This is an optimization exercise on Yosys and OpenROAD, whose aim is small area and a short achievable clock period, not a production implementation.
Only simulation tests tie the RTL to the original design; equivalence was not proved.
No driver is modelled on the clock port, so clocking that relies on it looks cheaper here than on a real chip.
No activity file was given, so power comes from the tool's default toggle rates.

==> flow/design.v (excerpt) <==
module dle_rx #(
    parameter MAX_LEN = 32
) (
    input  wire                       clk,
    input  wire                       rst,
    input  wire                       in_valid,
    input  wire [7:0]                 in_byte,
    output reg                        pkt_valid,
    output reg                        pkt_ok,
    output wire [7:0]                 pkt_id,
    output reg  [5:0]                 pkt_data_len,
    output wire [8*(MAX_LEN-4)-1:0]   pkt_data,
    output reg  [5:0]                 pkt_raw_len,
    output wire [8*MAX_LEN-1:0]       pkt_raw,
    output reg                        too_long
);
Size: roughly 1300 cells after synthesis, about 510 I/O pins.
Settings: LEC_CHECK=0, CAP_MARGIN=20, CORE_MARGIN=2, CORE_UTILIZATION=70, CTS_CLUSTER_DIAMETER=100, CTS_CLUSTER_SIZE=30, PLACE_DENSITY=0.85, SLEW_MARGIN=20, SYNTH_HIERARCHICAL=1, SYNTH_MINIMUM_KEEP_SIZE=0; clock period 30.0 ns.
standard.sh (not shown) runs the stock make flow with config.mk's settings and CLKGATE_MAP_FILE= SYNTH_SCRIPT=/design/flow/synth_recipe.tcl, a recipe that flattens the netlist after the stock synthesis.
==> flow/flow/run.sh <==
#!/bin/bash
# The standard layout (the standard.sh, standard synthesis unchanged),
# with two changes to how it is placed:
# - every port is buffered by a sky130_fd_sc_hd__buf_1 instead of the
#   resizer's default choice (a clkdlybuf4s50_1 delay cell, which is larger
#   and slower);
# - after global placement, flow/upsize.tcl gives the port buffers on the
#   slowest output paths (and the flip-flops driving them) the next drive
#   strength, and the data inputs' port buffers a buf_4 (in_byte drives
#   some 30 loads).
# All of make's output goes to flow_make.log.
set -euo pipefail
bash standard.sh \
  "BUFFER_PORTS_ARGS=-buffer_cell sky130_fd_sc_hd__buf_1" \
  "POST_GLOBAL_PLACE_TCL=$PWD/flow/upsize.tcl" \
  "UPSIZE_OUT_NS=0.53" \
  finish > flow_make.log 2>&1
==> flow/flow/upsize.tcl <==
set thr $::env(UPSIZE_OUT_NS)
set block [ord::get_db_block]
set nbuf 0
set nff 0
foreach p [get_ports -filter "direction==output"] {
  set s [get_property $p slack_max]
  if {$s == "INF" || $s == "inf"} continue
  set arr [expr {30.0 - 6.0 - $s}]
  if {$arr <= $thr} continue
  set bterm [$block findBTerm [get_property $p name]]
  set net [$bterm getNet]
  foreach it [$net getITerms] {
    if {![$it isOutputSignal]} continue
    set inst [$it getInst]
    set m [[$inst getMaster] getName]
    if {$m == "sky130_fd_sc_hd__buf_1"} {
      replace_cell [$inst getName] sky130_fd_sc_hd__buf_2
      incr nbuf
      # the buffer's driver
      set in [$inst findITerm A]
      set n2 [$in getNet]
      foreach it2 [$n2 getITerms] {
        if {![$it2 isOutputSignal]} continue
        set i2 [$it2 getInst]
        if {[[$i2 getMaster] getName] == "sky130_fd_sc_hd__dfxtp_1"} {
          replace_cell [$i2 getName] sky130_fd_sc_hd__dfxtp_2
          incr nff
        }
      }
    }
  }
}
set nin 0
foreach p [get_ports -filter "direction==input"] {
  set name [get_property $p name]
  if {$name == "clk"} continue
  set bterm [$block findBTerm $name]
  set net [$bterm getNet]
  foreach it [$net getITerms] {
    set inst [$it getInst]
    if {[[$inst getMaster] getName] == "sky130_fd_sc_hd__buf_1"} {
      replace_cell [$inst getName] sky130_fd_sc_hd__buf_4
      incr nin
    }
  }
}
puts "upsize.tcl: $nin input buffers upsized"
puts "upsize.tcl: $nbuf output buffers and $nff flip-flops upsized (threshold $thr ns)"
estimate_parasitics -placement
Rerun with:
--- a/flow/flow/upsize.tcl
+++ b/flow/flow/upsize.tcl
@@ -40,3 +40,4 @@
     set inst [$it getInst]
-    if {[[$inst getMaster] getName] == "sky130_fd_sc_hd__buf_1"} {
+    set m [[$inst getMaster] getName]
+    if {[lsearch -exact {sky130_fd_sc_hd__buf_1 sky130_fd_sc_hd__buf_2 sky130_fd_sc_hd__clkbuf_1 sky130_fd_sc_hd__clkbuf_2} $m] >= 0} {
       replace_cell [$inst getName] sky130_fd_sc_hd__buf_4
What happened: Count of clock-buffer cells in the layout does not change. Maximum frequency rises by 2.3%. First-iteration DRC count went up by 8.8%. Non-clock buffer count is unchanged. Setup slack gains 0.16 ns. Final cell count does not change.


Another version of the RTL of dle_rx (not shown whole).
Size: about 500 flip-flops, about 17,000 um2 of cells after synthesis.
==> flow/config.mk <==
export PLATFORM = sky130hd
export DESIGN_NAME = dle_rx
export DESIGN_NICKNAME = dle_rx
export VERILOG_FILES = /design/flow/design.v
export SDC_FILE = /design/flow/constraint.sdc
export NUM_CORES = 4
export LEC_CHECK = 0
export CAP_MARGIN = 20
export CORE_MARGIN = 2
export CORE_UTILIZATION = 70
export CTS_CLUSTER_DIAMETER = 100
export CTS_CLUSTER_SIZE = 30
export PLACE_DENSITY = 0.85
export SLEW_MARGIN = 20
export SYNTH_HIERARCHICAL = 1
export SYNTH_MINIMUM_KEEP_SIZE = 0
==> flow/constraint.sdc <==
create_clock -name core_clock -period 30.0 [get_ports {clk}]
set_input_delay 6.0000 -clock core_clock [delete_from_list [all_inputs] [get_ports {clk}]]
set_output_delay 6.0000 -clock core_clock [all_outputs]
set_load 0.01 [all_outputs]
==> flow/flow/run.sh <==
#!/bin/bash
# The standard layout (the standard.sh, standard synthesis unchanged),
# with two changes to how it is placed:
# - every port is buffered by a sky130_fd_sc_hd__buf_1 instead of the
#   resizer's default choice (a clkdlybuf4s50_1 delay cell, which is larger
#   and slower);
# - after global placement, flow/upsize.tcl gives the port buffers on the
#   slowest output paths (and the flip-flops driving them) the next drive
#   strength.
# All of make's output goes to flow_make.log.
set -euo pipefail
bash standard.sh \
  "BUFFER_PORTS_ARGS=-buffer_cell sky130_fd_sc_hd__buf_1" \
  "POST_GLOBAL_PLACE_TCL=$PWD/flow/upsize.tcl" \
  "UPSIZE_OUT_NS=0.53" \
  finish > flow_make.log 2>&1
==> flow/flow/upsize.tcl <==
set thr $::env(UPSIZE_OUT_NS)
set block [ord::get_db_block]
set nbuf 0
set nff 0
foreach p [get_ports -filter "direction==output"] {
  set s [get_property $p slack_max]
  if {$s == "INF" || $s == "inf"} continue
  set arr [expr {30.0 - 6.0 - $s}]
  if {$arr <= $thr} continue
  set bterm [$block findBTerm [get_property $p name]]
  set net [$bterm getNet]
  foreach it [$net getITerms] {
    if {![$it isOutputSignal]} continue
    set inst [$it getInst]
    set m [[$inst getMaster] getName]
    if {$m == "sky130_fd_sc_hd__buf_1"} {
      replace_cell [$inst getName] sky130_fd_sc_hd__buf_2
      incr nbuf
      # the buffer's driver
      set in [$inst findITerm A]
      set n2 [$in getNet]
      foreach it2 [$n2 getITerms] {
        if {![$it2 isOutputSignal]} continue
        set i2 [$it2 getInst]
        if {[[$i2 getMaster] getName] == "sky130_fd_sc_hd__dfxtp_1"} {
          replace_cell [$i2 getName] sky130_fd_sc_hd__dfxtp_2
          incr nff
        }
      }
    }
  }
}
puts "upsize.tcl: $nbuf output buffers and $nff flip-flops upsized (threshold $thr ns)"
estimate_parasitics -placement
Then changed:
--- a/flow/flow/run.sh
+++ b/flow/flow/run.sh
@@ -8,3 +8,4 @@
 #   slowest output paths (and the flip-flops driving them) the next drive
-#   strength.
+#   strength, and the data inputs' port buffers a buf_4 (in_byte drives
+#   some 30 loads).
 # All of make's output goes to flow_make.log.
--- a/flow/flow/upsize.tcl
+++ b/flow/flow/upsize.tcl
@@ -32,2 +32,17 @@
 }
+set nin 0
+foreach p [get_ports -filter "direction==input"] {
+  set name [get_property $p name]
+  if {$name == "clk"} continue
+  set bterm [$block findBTerm $name]
+  set net [$bterm getNet]
+  foreach it [$net getITerms] {
+    set inst [$it getInst]
+    if {[[$inst getMaster] getName] == "sky130_fd_sc_hd__buf_1"} {
+      replace_cell [$inst getName] sky130_fd_sc_hd__buf_4
+      incr nin
+    }
+  }
+}
+puts "upsize.tcl: $nin input buffers upsized"
 puts "upsize.tcl: $nbuf output buffers and $nff flip-flops upsized (threshold $thr ns)"
After rerunning:
- total power came out higher slightly
- combinational power hardly moves
- synthesized cell count does not change
- via count came out higher slightly
- area after synthesis is unchanged
Then changed:
--- a/flow/flow/upsize.tcl
+++ b/flow/flow/upsize.tcl
@@ -40,3 +40,4 @@
     set inst [$it getInst]
-    if {[[$inst getMaster] getName] == "sky130_fd_sc_hd__buf_1"} {
+    set m [[$inst getMaster] getName]
+    if {[lsearch -exact {sky130_fd_sc_hd__buf_1 sky130_fd_sc_hd__buf_2 sky130_fd_sc_hd__clkbuf_1 sky130_fd_sc_hd__clkbuf_2} $m] >= 0} {
       replace_cell [$inst getName] sky130_fd_sc_hd__buf_4
Effect: Wire length hardly moves. Cell area stays flat. Worst hold slack gains 3.2 ps. Non-clock buffer count decreases by 1. Final cell count is about the same. Utilization is about the same. Critical path depth is unchanged. Combinational power barely changes. Power is about the same. Die area does not change. Area after synthesis stays the same.

## afterwards: timing with drivers on the ports
The results above use ideal ports. As a check the final layouts listed here were re-extracted and re-timed, cells and wires unchanged.
Step 1 assumes that a clkbuf_16 drives the clock port and a buf_2 every other input.
Step 2 moves the port delays by t, midway between the first and last clock arrival at a register: inputs arrive t later, outputs are due t later. That takes back most of the time a late clock gives input paths.
Three values: ideal, step 1, step 2; two values: the first two.
| run | shift t [ns] | setup slack, ns | worst slew at a driven data input, ns |
|---|---|---|---|
| the first run of note 1 | 0.590 | 22.706 / 22.730 / 22.140 | 0.07 |
| the second run of note 1 | 0.592 | 22.868 / 22.816 / 22.375 | 0.08 |
| the first run of note 2 | 0.589 | 22.856 / 22.804 / 22.401 | 0.08 |
| the second run of note 2 | 0.588 | 22.864 / 22.813 / 22.366 | 0.06 |
| the third run of note 2 | 0.585 | 22.863 / 22.811 / 22.323 | 0.07 |
After both steps every run listed still meets setup and hold. For the first run of note 1, which loses most, drivers alone change the setup slack by +0.024 ns; drivers and shift together by -0.566 ns.
